Context: an optimization exercise on an open-source flow, tuned for small area, a short achievable clock period and few clock cycles per item. The choices shown serve that exercise and are no tape-out recipe.
In this exercise RTL edits were held to simulation tests only and were not proved equivalent to the original.
Power and IR drop assume default switching activity.

`design/flow/flow/run.sh`:
```
#!/bin/bash
# Standard synthesis and layout, with two changes to how it is made:
# repair_timing is asked for extra setup margin so that it sizes and buffers
# the paths for speed, and the port buffers are plain buffers (buf_4). The
# SDC and the clock period are the design's.
set -euo pipefail
bash standard.sh SETUP_SLACK_MARGIN=13.2 \
    "BUFFER_PORTS_ARGS=-buffer_cell sky130_fd_sc_hd__buf_4" \
    finish > make_finish.log 2>&1
```
`design/flow/standard.sh`:
```
#!/bin/bash
# synth_recipe.tcl (not shown) runs the flow's synth.tcl, then flattens the netlist and writes it again
# the make line also repeats each setting of config.mk as NAME=value (left out here)
make -C /OpenROAD-flow-scripts/flow DESIGN_CONFIG=/design/flow/config.mk WORK_HOME=/design/flow/orfs CLKGATE_MAP_FILE= SYNTH_SCRIPT=/design/flow/synth_recipe.tcl "${@:-finish}"
```
`design/flow/config.mk`:
```
export PLATFORM = sky130hd
export DESIGN_NAME = pl0_alu
export DESIGN_NICKNAME = pl0_alu
export VERILOG_FILES = /design/flow/design.v
export SDC_FILE = /design/flow/constraint.sdc
export NUM_CORES = 4
export LEC_CHECK = 0
export CAP_MARGIN = 35
export CORE_MARGIN = 2
export CORE_UTILIZATION = 50
export CTS_CLUSTER_DIAMETER = 120
export CTS_CLUSTER_SIZE = 18
export SLEW_MARGIN = 30
```
`design/flow/constraint.sdc`:
```
create_clock -name core_clock -period 18.0 [get_ports {clk}]
set_input_delay 3.6000 -clock core_clock [delete_from_list [all_inputs] [get_ports {clk}]]
set_output_delay 3.6000 -clock core_clock [all_outputs]
set_load 0.01 [all_outputs]
```
`design/flow/design.v`:
```
module pl0_alu (
    input  wire        clk,
    input  wire        rst,           
    input  wire        in_valid,
    output wire        in_ready,
    input  wire [7:0]  in_op,         
    input  wire [1:0]  in_width,      
    input  wire [63:0] in_l,          
    input  wire [63:0] in_r,          
    output wire        out_valid,
    input  wire        out_ready,
    output wire [63:0] out_result,    
    output wire        out_div_zero   
);
    localparam [4:0] OP_MINUSIFY = 5'h0A;
    localparam [4:0] OP_ISODD    = 5'h0B;
    localparam [4:0] OP_ADD      = 5'h0C;
    localparam [4:0] OP_SUB      = 5'h0D;
    localparam [4:0] OP_MUL      = 5'h0E;
    localparam [4:0] OP_DIV      = 5'h0F;
    localparam [4:0] OP_EQ       = 5'h10;
    localparam [4:0] OP_NE       = 5'h11;
    localparam [4:0] OP_LT       = 5'h12;
    localparam [4:0] OP_GT       = 5'h13;
    localparam [4:0] OP_LE       = 5'h14;
    localparam [4:0] OP_GE       = 5'h15;
    function [63:0] narrow;
        input [63:0] x;
        input [1:0]  w;
        begin
            case (w)
                2'd0:    narrow = {{48{x[15]}}, x[15:0]};
                2'd1:    narrow = {{32{x[31]}}, x[31:0]};
                default: narrow = x;
            endcase
        end
    endfunction
    function [63:0] lowbits;
        input [63:0] x;
        input [1:0]  w;
        begin
            case (w)
                2'd0:    lowbits = {48'd0, x[15:0]};
                2'd1:    lowbits = {32'd0, x[31:0]};
                default: lowbits = x;
            endcase
        end
    endfunction
    function [6:0] lzc;
        input [63:0] x;
        reg [7:0] nz;
        reg [2:0] lzb [0:7];
        reg [2:0] hi;
        reg [7:0] by;
        integer i, j;
        begin
            for (i = 0; i < 8; i = i + 1) begin
                by = x[8*i +: 8];
                nz[i] = |by;
                lzb[i] = by[7] ? 3'd0 : by[6] ? 3'd1 : by[5] ? 3'd2 :
                         by[4] ? 3'd3 : by[3] ? 3'd4 : by[2] ? 3'd5 :
                         by[1] ? 3'd6 : 3'd7;
            end
            hi = nz[7] ? 3'd0 : nz[6] ? 3'd1 : nz[5] ? 3'd2 : nz[4] ? 3'd3 :
                 nz[3] ? 3'd4 : nz[2] ? 3'd5 : nz[1] ? 3'd6 : 3'd7;
            if (nz == 8'd0) lzc = 7'd64;
            else            lzc = {1'b0, hi, lzb[3'd7 - hi]};
        end
    endfunction
    function [63:0] booth_pp;
        input [2:0]  d;
        input [63:0] m;
        reg one, two;
        begin
            one = d[1] ^ d[0];
            two = (d == 3'b011) | (d == 3'b100);
            booth_pp = ((one ? m : 64'd0) | (two ? {m[62:0], 1'b0} : 64'd0))
                       ^ {64{d[2]}};
        end
    endfunction
    reg        in_ready_q;
    reg        a_v;           
    reg [4:0]  op_q;
    reg        k_mul, k_div;  
    reg [1:0]  w_q;
    reg        f_first, f_align, f_shift, f_step, f_mfin, f_dfin;    
    reg        last_q;        
    reg        x_zero, x_acc, y_inv;                
    reg [63:0] l_q;           
    reg        l_top;         
    reg [63:0] r_q;           
    reg [63:0] acc_q;         
    reg [63:0] c_q;           
    reg [5:0]  cnt_q;         
    reg        neg_q;         
    reg        bprev_q;       
    reg        sw_q;          
    reg        sm_l, sm_r;    
    reg        p_v;           
    reg [63:0] p_val;         
    reg [1:0]  p_w;
    reg [4:0]  p_op;
    reg        p_bit;         
    reg        p_sd, p_asg, p_dz;
    reg        h_v, s_v;      
    reg [64:0] h_q, s_q;      
    assign in_ready     = in_ready_q;
    assign out_valid    = h_v;
    assign out_result   = h_q[63:0];
    assign out_div_zero = h_q[64];
    wire [63:0] a_n = narrow(l_q, w_q);
    wire [63:0] b_n = narrow(r_q, w_q);
    wire        a_neg = a_n[63];
    wire        b_neg = b_n[63];
    wire [64:0] ax = x_acc ? {1'b0, acc_q} : (x_zero ? 65'd0 : {l_top, l_q});
    wire [64:0] ay = x_acc ? {1'b0, c_q} : ({1'b0, r_q} ^ {65{y_inv}});
    wire [64:0] sum65;
    wire        carry_unused;
    pl0_add65 u_add (.a(ax), .b(ay), .ci(y_inv), .s(sum65), .co(carry_unused));
    wire [63:0] sum  = sum65[63:0];
    wire        qbit = ~sum65[64];      
    reg  asg, bsg;
    always @(*) begin
        case (w_q)
            2'd0:    begin asg = l_q[15]; bsg = r_q[15]; end
            2'd1:    begin asg = l_q[31]; bsg = r_q[31]; end
            default: begin asg = l_q[63]; bsg = r_q[63]; end
        endcase
    end
    wire op_arith = (op_q == OP_ADD) | (op_q == OP_SUB) | (op_q == OP_MINUSIFY);
    wire swap  = sw_q;                        
    wire [63:0] mc = swap ? r_q : l_q;                        
    wire [63:0] mb = f_first ? (swap ? a_n : b_n) : r_q;      
    wire        bp = f_first ? 1'b0 : bprev_q;
    wire [63:0] pp0 = booth_pp({mb[1:0], bp}, mc);
    wire [63:0] pp1_m = booth_pp(mb[3:1], mc);
    wire [63:0] pp1 = {pp1_m[61:0], {2{mb[3]}}};    
    wire [63:0] s1 = acc_q ^ c_q ^ pp0;
    wire [63:0] c1 = {(acc_q[62:0] & c_q[62:0]) | (acc_q[62:0] & pp0[62:0]) |
                      (c_q[62:0] & pp0[62:0]), mb[1]};
    wire [63:0] s2 = s1 ^ c1 ^ pp1;
    wire [63:0] c2 = {(s1[62:0] & c1[62:0]) | (s1[62:0] & pp1[62:0]) |
                      (c1[62:0] & pp1[62:0]), mb[3]};
    wire mul_more = f_first ? ~(swap ? sm_l : sm_r)
                            : ~((r_q[63:3] == 61'd0) | (r_q[63:3] == {61{1'b1}}));
    wire        b_zero = (lowbits(r_q, w_q) == 64'd0);
    wire [63:0] ng;                           
    pl0_neg64 u_neg (.x(l_q), .y(ng));
    wire [6:0]  la = lzc(l_q);
    wire [6:0]  lb = lzc(r_q);
    wire [7:0]  sh = {1'b0, lb} - {1'b0, la};    
    wire        q_zero = sh[7];
    wire [63:0] div_end = f_dfin ? sum : {acc_q[62:0], qbit};
    wire done_c = f_mfin | f_dfin | (f_step & k_div & (cnt_q == 6'd0) & ~neg_q) |
                  (f_align & q_zero) |
                  (f_first & (~(k_mul | k_div) | (k_div & b_zero)));
    wire [63:0] p_in = (k_div & (f_first | f_align)) ? 64'd0 :
                       k_div ? div_end : sum;
    reg  pd_sign;
    always @(*) begin
        case (p_w)
            2'd0:    pd_sign = p_val[15];
            2'd1:    pd_sign = p_val[31];
            default: pd_sign = p_val[63];
        endcase
    end
    wire p_eq = (lowbits(p_val, p_w) == 64'd0);   
    wire p_lt = p_sd ? p_asg : pd_sign;
    reg  p_bitres;
    always @(*) begin
        case (p_op)
            OP_ISODD: p_bitres = p_asg;          
            OP_EQ:    p_bitres = p_eq;
            OP_NE:    p_bitres = ~p_eq;
            OP_LT:    p_bitres = p_lt;
            OP_GT:    p_bitres = ~p_lt & ~p_eq;
            OP_LE:    p_bitres = p_lt | p_eq;
            default:  p_bitres = ~p_lt;          
        endcase
    end
    wire [64:0] new_res = {p_dz, p_bit ? {63'd0, p_bitres} : narrow(p_val, p_w)};
    wire full   = h_v & s_v;
    wire p_move = p_v & ~full;                    
    wire adv    = a_v & (~p_v | ~full);           
    wire fin    = adv & done_c;                   
    wire step   = adv & ~done_c;                  
    wire pop    = h_v & out_ready;
    wire in_mul = (in_op[4:0] == OP_MUL);
    wire in_div = (in_op[4:0] == OP_DIV);
    wire in_add = (in_op[4:0] == OP_ADD);
    wire in_neg = (in_op[4:0] == OP_MINUSIFY);
    function fits16;
        input [63:0] x;
        input [1:0]  w;
        begin
            fits16 = (w == 2'd0) |
                     (((x[31:15] == 17'd0) | (x[31:15] == {17{1'b1}})) &
                      ((w != 2'd2) | ((x[63] == x[31]) & (x[47] == x[31]))));
        end
    endfunction
    wire in_fit_l = fits16(in_l, in_width);
    wire in_fit_r = fits16(in_r, in_width);
    function small3;
        input [63:0] x;
        input [1:0]  w;
        begin
            small3 = ((x[15:3] == 13'd0) | (x[15:3] == {13{1'b1}})) &
                     ((w == 2'd0) |
                      (((x[31:15] == 17'd0) | (x[31:15] == {17{1'b1}})) &
                       ((w == 2'd1) | (x[63:31] == 33'd0) | (x[63:31] == {33{1'b1}}))));
        end
    endfunction
    wire h_v_nxt = (~h_v | pop) ? (s_v | p_move) : 1'b1;
    wire s_v_nxt = (~h_v | pop) ? 1'b0 : (s_v | p_move);
    wire p_v_nxt = fin | (p_v & ~p_move);
    reg        a_v_nxt, last_nxt;
    always @(*) begin
        if (in_ready_q) begin
            a_v_nxt  = in_valid;
            last_nxt = ~(in_mul | in_div);
        end else if (step) begin
            a_v_nxt  = 1'b1;
            if (k_mul)        last_nxt = ~mul_more;
            else if (f_first) last_nxt = 1'b0;
            else if (f_align) last_nxt = 1'b0;
            else if (f_shift) last_nxt = (cnt_q == 6'd0) & ~neg_q;
            else              last_nxt = (cnt_q == 6'd0) | ((cnt_q == 6'd1) & ~neg_q);
        end else begin
            a_v_nxt  = a_v & ~fin;
            last_nxt = last_q;
        end
    end
    always @(posedge clk) begin
        if (rst) begin
            in_ready_q <= 1'b1;
            a_v        <= 1'b0;
            p_v        <= 1'b0;
            h_v        <= 1'b0;
            s_v        <= 1'b0;
        end else begin
            a_v        <= a_v_nxt;
            in_ready_q <= ~a_v_nxt | (last_nxt & (~p_v_nxt | ~(h_v_nxt & s_v_nxt)));
            h_v        <= h_v_nxt;
            s_v        <= s_v_nxt;
            p_v        <= p_v_nxt;
        end
        if (~p_v | ~full) begin
            p_val <= p_in;
            p_w   <= w_q;
            p_op  <= op_q;
            p_bit <= ~(k_mul | k_div | op_arith);
            p_sd  <= (asg != bsg);
            p_asg <= (op_q == OP_ISODD) ? r_q[0] : asg;
            p_dz  <= k_div & f_first;
        end
        last_q <= last_nxt;
        if (~h_v | pop)
            h_q <= s_v ? s_q : new_res;
        if (~s_v)
            s_q <= new_res;
        if (in_ready_q) begin
            op_q    <= in_op[4:0];
            k_mul   <= in_mul;
            k_div   <= in_div;
            w_q     <= in_width;
            l_q     <= in_l;
            r_q     <= in_r;
            sw_q    <= in_fit_l & ~in_fit_r;
            sm_l    <= small3(in_l, in_width);
            sm_r    <= small3(in_r, in_width);
            f_first <= 1'b1;
            f_align <= 1'b0;
            f_shift <= 1'b0;
            f_step  <= 1'b0;
            f_mfin  <= 1'b0;
            f_dfin  <= 1'b0;
            x_zero  <= in_neg | in_div;
            x_acc   <= 1'b0;
            y_inv   <= ~in_add;
            acc_q   <= 64'd0;
            c_q     <= 64'd0;
        end else if (adv) begin
            f_first <= 1'b0;
            sw_q    <= 1'b0;
            if (k_mul) begin
                l_q     <= {mc[59:0], 4'd0};
                r_q     <= {{4{mb[63]}}, mb[63:4]};
                bprev_q <= mb[3];
                acc_q   <= s2;
                c_q     <= c2;
                f_step  <= mul_more;
                f_mfin  <= ~mul_more;
                x_acc   <= ~mul_more;
                y_inv   <= 1'b0;
            end else if (f_first) begin
                l_q     <= lowbits(a_neg ? ng : l_q, w_q);
                l_top   <= 1'b0;
                r_q     <= lowbits(b_neg ? sum : r_q, w_q);
                neg_q   <= a_neg ^ b_neg;
                f_align <= 1'b1;
                x_zero  <= 1'b0;
                y_inv   <= 1'b1;
            end else if (f_align) begin
                cnt_q   <= sh[5:0];
                f_align <= 1'b0;
                f_shift <= 1'b1;
            end else if (f_shift) begin
                r_q     <= r_q << cnt_q;
                acc_q   <= {64{neg_q}};
                f_shift <= 1'b0;
                f_step  <= 1'b1;
            end else begin
                l_q     <= sum;
                l_top   <= sum65[64];
                y_inv   <= qbit;
                r_q     <= {1'b0, r_q[63:1]};
                acc_q   <= {acc_q[62:0], qbit ^ neg_q};
                cnt_q   <= cnt_q - 6'd1;
                if (cnt_q == 6'd0) begin
                    f_step <= 1'b0;
                    f_dfin <= 1'b1;
                    x_acc  <= 1'b1;
                    y_inv  <= 1'b1;
                end
            end
        end
    end
endmodule
module pl0_add65 (
    input  wire [64:0] a,
    input  wire [64:0] b,
    input  wire        ci,
    output wire [64:0] s,
    output wire        co
);
    wire [65:0] g [0:7];
    wire [65:0] p [0:7];
    assign g[0] = {a & b, ci};
    assign p[0] = {a ^ b, 1'b0};
    genvar l, i;
    generate
        for (l = 0; l < 7; l = l + 1) begin : lvl
            for (i = 0; i < 66; i = i + 1) begin : bit_
                if (((i >> l) & 1) == 1) begin : join_
                    assign g[l+1][i] = g[l][i] | (p[l][i] & g[l][((i >> l) << l) - 1]);
                    assign p[l+1][i] = p[l][i] & p[l][((i >> l) << l) - 1];
                end else begin : pass_
                    assign g[l+1][i] = g[l][i];
                    assign p[l+1][i] = p[l][i];
                end
            end
        end
    endgenerate
    assign s  = p[0][65:1] ^ g[7][64:0];
    assign co = g[7][65];
endmodule
module pl0_neg64 (
    input  wire [63:0] x,
    output wire [63:0] y
);
    wire [63:0] o [0:6];     
    assign o[0] = {x[62:0], 1'b0};
    genvar l, i;
    generate
        for (l = 0; l < 6; l = l + 1) begin : lvl
            for (i = 0; i < 64; i = i + 1) begin : bit_
                if (((i >> l) & 1) == 1) begin : join_
                    assign o[l+1][i] = o[l][i] | o[l][((i >> l) << l) - 1];
                end else begin : pass_
                    assign o[l+1][i] = o[l][i];
                end
            end
        end
    endgenerate
    assign y = x ^ o[6];
endmodule
```
==> run notes <==
cell usage in the layout (no fill, tap or decap), types with 99 or more instances in the layout:
master | Yosys | final
a211oi_1 | 102 | 99
a21oi_1 | 460 | 440
a22oi_1 | 134 | 133
buf_4 | 6 | 428
dfxtp_1 | 206 | 201
edfxtp_1 | 291 | 291
fa_1 | 134 | 133
inv_1 | 119 | 116
mux2_2 | 105 | 103
nand2_1 | 638 | 636
nor2_1 | 368 | 351
o21ai_0 | 342 | 322
xnor2_1 | 256 | 247
logic make-up (layout without fill, tap and decap cells):
logic type | after synthesis | in the layout
AO/OA/AOI/OAI | 1519 | 1519
buffers and inverters | 561 | 662
adder cells (fa/ha/maj) | 214 | 214
AND/OR/NAND/NOR | 1504 | 1504
XOR/XNOR | 284 | 284
multiplexers | 247 | 249
flip-flops | 497 | 497
layer usage:
metal  global-route usage (%)  up-vias  wire length [µm]
li1                         -    17883                 -
met1                     57.9    20321             73600
met2                     62.5     2997             79100
met3                     15.0      630             28500
met4                     22.0       12             13000
met5                        0        -               177
repair_timing:
item,in CTS,in global routing
endpoints found under the hold margin,0,0
gates cloned,7,7
endpoints found under the setup margin,257,108
pin swaps,45,68
buffers inserted,59,63
gates resized for setup,132,98
flip-flops by register name, indices dropped and copies added, names as in the netlist, 2 cells and up:
signal / cells
p_op: 5
op_q: 5
w_q: 2
acc_q: 64
r_q: 64
p_w: 2
c_q: 64
p_val: 64
h_q: 65
l_q: 64
cnt_q: 6
s_q: 65
stage by stage:
| step | setup WS [ns] | utilization [%] |
|---|---|---|
| after global routing | 12.98 | 57.7 |
| after floorplan | 13.11 | - |
| final | 13.05 | 57.7 |
| after CTS | 13.06 | 56.1 |
| after detailed placement | 11.68 | 53.3 |
| after global placement | 11.69 | 53.1 |
power by group through the flow:
| stage | logic, mW | clock network, mW | registers (mW) |
|---|---|---|---|
| global route | 1.28 | 0.867 | 1.43 |
| detailed placement | 1.05 | 0 | 1.45 |
| floorplan | 0.657 | 0 | 1.41 |
| CTS | 1.10 | 0.833 | 1.42 |
| global placement | 1.04 | 0 | 1.45 |
| finish | 1.22 | 0.831 | 1.42 |
worst reg2reg max path, cell delays in order, from the launching register on:
cell and delay (ns):
edfxtp_1 0.47, nor3_2 0.23, nand4b_1 0.39, a21o_1 0.37, a21o_4 0.25, a21oi_2 0.13
buf_6 0.18, o311ai_4 0.16, a21oi_4 0.21, a41oi_4 0.09, o221ai_4 0.33, nand3_2 0.13
ha_4 0.23, nor2b_4 0.12, o21ai_2 0.19, a21oi_2 0.09, o21ai_2 0.18, a21boi_2 0.08
o21a_2 0.24, o21a_1 0.22, a21oi_1 0.18, o31ai_2 0.10, a21bo_2 0.24
area by class of cell:
cell class	count	area share, %
multi-input cells	3770	57.9
flip-flops and latches	497	27.3
repair buffers	477	8.78
well taps	1070	2.84
clock buffers	56	2.02
inverters	124	1.01
clock inverters	5	0.138
worst max-delay path by stage:
stage / startpoint / to
after floorplan: in_l[54] / sm_l
after global placement: x_acc / y_inv
after detailed placement: x_acc / y_inv
after CTS: r_q[21] / in_ready_q
after global routing: l_q[9] / in_ready_q
final: l_q[9] / in_ready_q
==> flow_summary.json <==
{
  "cts_sinks": 497,
  "multi_input_area_um2": 27300,
  "ff_latch_area_um2": 12900,
  "ys_ff_latch": 497,
  "power_frac_seq_pct": 41.0,
  "synth_warnings": 5,
  "dpl_cell_area_um2": 43500,
  "die-area_um2": 84600,
  "synth_nets": 5182,
  "avgSynthCellArea_um2": 8.52,
  "fin_crit_ns": 4.95,
  "synth_fa_ha_area_share_pct": 8.95,
  "core_um2": 81700,
  "cts.path.max_buffers": 3,
  "port_buffers": 205,
  "cp.required_ns": 18.50,
  "hp-class": "reg -> reg",
  "place_hpwl_mm": 133,
  "clk_pin_slew_ns": 0.09,
  "dieWidth_um": 291,
  "hp-start": "s_q[23]",
  "arrival_ns": 5.45,
  "p_total_mw": 3.47,
  "synth-xor-area-share_pct": 6.05,
  "rsz0062_at_grt": "true",
  "whs_ns": 0.447,
  "clkLatencyLatePin_ns": 0.65,
  "htreeDepth": 2,
  "async_flop_share_pct": 0,
  "drive_above_1_share_pct": 17.6,
  "grt_pass1_wl_mm": 272,
  "ys.flop_type": "edfxtp_1",
  "worstHoldEndpoint": "s_q[23]",
  "worst_pin_slew_ns": 1.06,
  "p_leak_nw": 17.4,
  "cts_made_buffers": 34,
  "max_cap_violations": 0,
  "p_clk_share_pct": 23.9,
  "cts_tree": "yes",
  "synthTopCellsByCount": "638 x nand2_1, 460 x a21oi_1, 368 x nor2_1, 345 x clkbuf_1, 342 x o21ai_0",
  "clock_skew_ns": 0.0643,
  "antenna_found_initial": 13,
  "dp_cells": 5793,
  "wire_per_inst_um": 32.4,
  "crit_path_cell_trace": "nor3_2 -> nand4b_1 -> a21o_1 -> a21o_4 -> a21oi_2 -> buf_6 -> o311ai_4 -> a21oi_4 -> a41oi_4 -> o221ai_4 -> nand3_2 -> ha_4 -> nor2b_4 -> o21ai_2 -> a21oi_2 -> o21ai_2 -> a21boi_2 -> o21a_2 -> o21a_1 -> a21oi_1 -> o31ai_2 -> a21bo_2",
  "synth_compound_area_share_pct": 23.8,
  "crit_cells": 22,
  "setup_viol": 0,
  "finalMaxSlewViolations": 0,
  "reg2reg_slack_ns": 13.05,
  "drc": 0,
  "final_cells": 5999,
  "syn_inst": 4826,
  "synth_edf_count": 291,
  "grt_usage_pct": 43.5,
  "final_hold_viol_count": 0,
  "io_pins": 209,
  "power_frac_comb_pct": 35.1,
  "p_per_area_nw_per_um2": 73.6,
  "overflow": 0,
  "critPathCaptureType": "flop",
  "holdPathStages": 2,
  "yosysTopAreaCellShare_pct": 21.2,
  "die_y_um": 291,
  "initial_core_util_pct": 50.3,
  "path_delay_family": "compound AO/OA/AOI/OAI gates",
  "synth_simple_gate_area_share_pct": 16.8,
  "antenna_cells": 0,
  "std_cell_rows": 105,
  "fillers": 7546,
  "vias": 41843,
  "root_buffer": "clkbuf_16",
  "synth_most_common_cell": "nand2_1",
  "path_class": "reg -> reg",
  "grt_max_degree": 165,
  "routabilityCongestion": 1.05,
  "reg2reg_to": "in_ready_q",
  "synth_mux_area_share_pct": 7.82,
  "slew_headroom_pct": 28.4,
  "synthTopCellsByArea": "edfxtp_1 21%, dfxtp_1 10%, fa_1 6.5%",
  "nets": 5260,
  "outcome": "timing/DRC/antenna clean",
  "drtIter0Drc": 6595,
  "final.period_utilization_pct": 27.5,
  "drt_pass1_iterations": 9,
  "hold_buffers": 0,
  "fmax_ghz": 0.202,
  "viasPerCell": 6.97,
  "crit_fanout": 3,
  "finalSetupTns_ns": 0,
  "final_area_um2": 47200,
  "synth_top_family_by_area": "compound AO/OA/AOI/OAI gates",
  "rr_worst_depth": 22,
  "cp.buffers_inverters": 1,
  "critPathMaxStageDelay_ns": 0.47,
  "wl_mm": 194,
  "critical_path.slowest_cell": "edfxtp_1",
  "ant_nets": 0,
  "sw_frac_of_total_pct": 38.1,
  "power.switching_mw": 1.32,
  "yosysSeqAreaShare_pct": 31.3,
  "vdd_ir_drop_max_mv": 0.0725,
  "crit_path_start_kind": "flop",
  "power.internal_mw": 2.15,
  "first_global_vias": 38638,
  "r2r-start": "l_q[9]",
  "synth_area_um2": 41100,
  "syn_to_final_growth_pct": 14.6,
  "yosys.area.top_type": "edfxtp_1",
  "synth.distinct_cells": 99
}
Testbench counts, summed over its fixed seeds: cycles 61,116, ops 24,000.

## what the ideal ports hide
The flow's constraints put no driver on any port. The routed layout listed below was extracted and timed again, unchanged, in two steps. Step 1 sets driving cells, clkbuf_16 on the clock port and buf_2 on the other inputs (assumed; they add their load-dependent delay and slew). Step 2 also shifts input and output timing later by t, the mid clock arrival at the registers, as if the neighbouring blocks saw the same clock. Three values: no drivers, after step 1, after step 2; two values: the first two.
t (ns): 0.691
setup WS [ns]: 13.050 / 13.050 / 12.495
clock arrival spread, ns: 0.064 / 0.064
slew at the worst register clock pin (ns): 0.10 / 0.10
worst slew at a driven data input, ns: 0.05
After both steps this run still meets setup and hold. For this run, drivers alone change the setup slack by 0.000 ns; drivers and shift together by -0.555 ns.
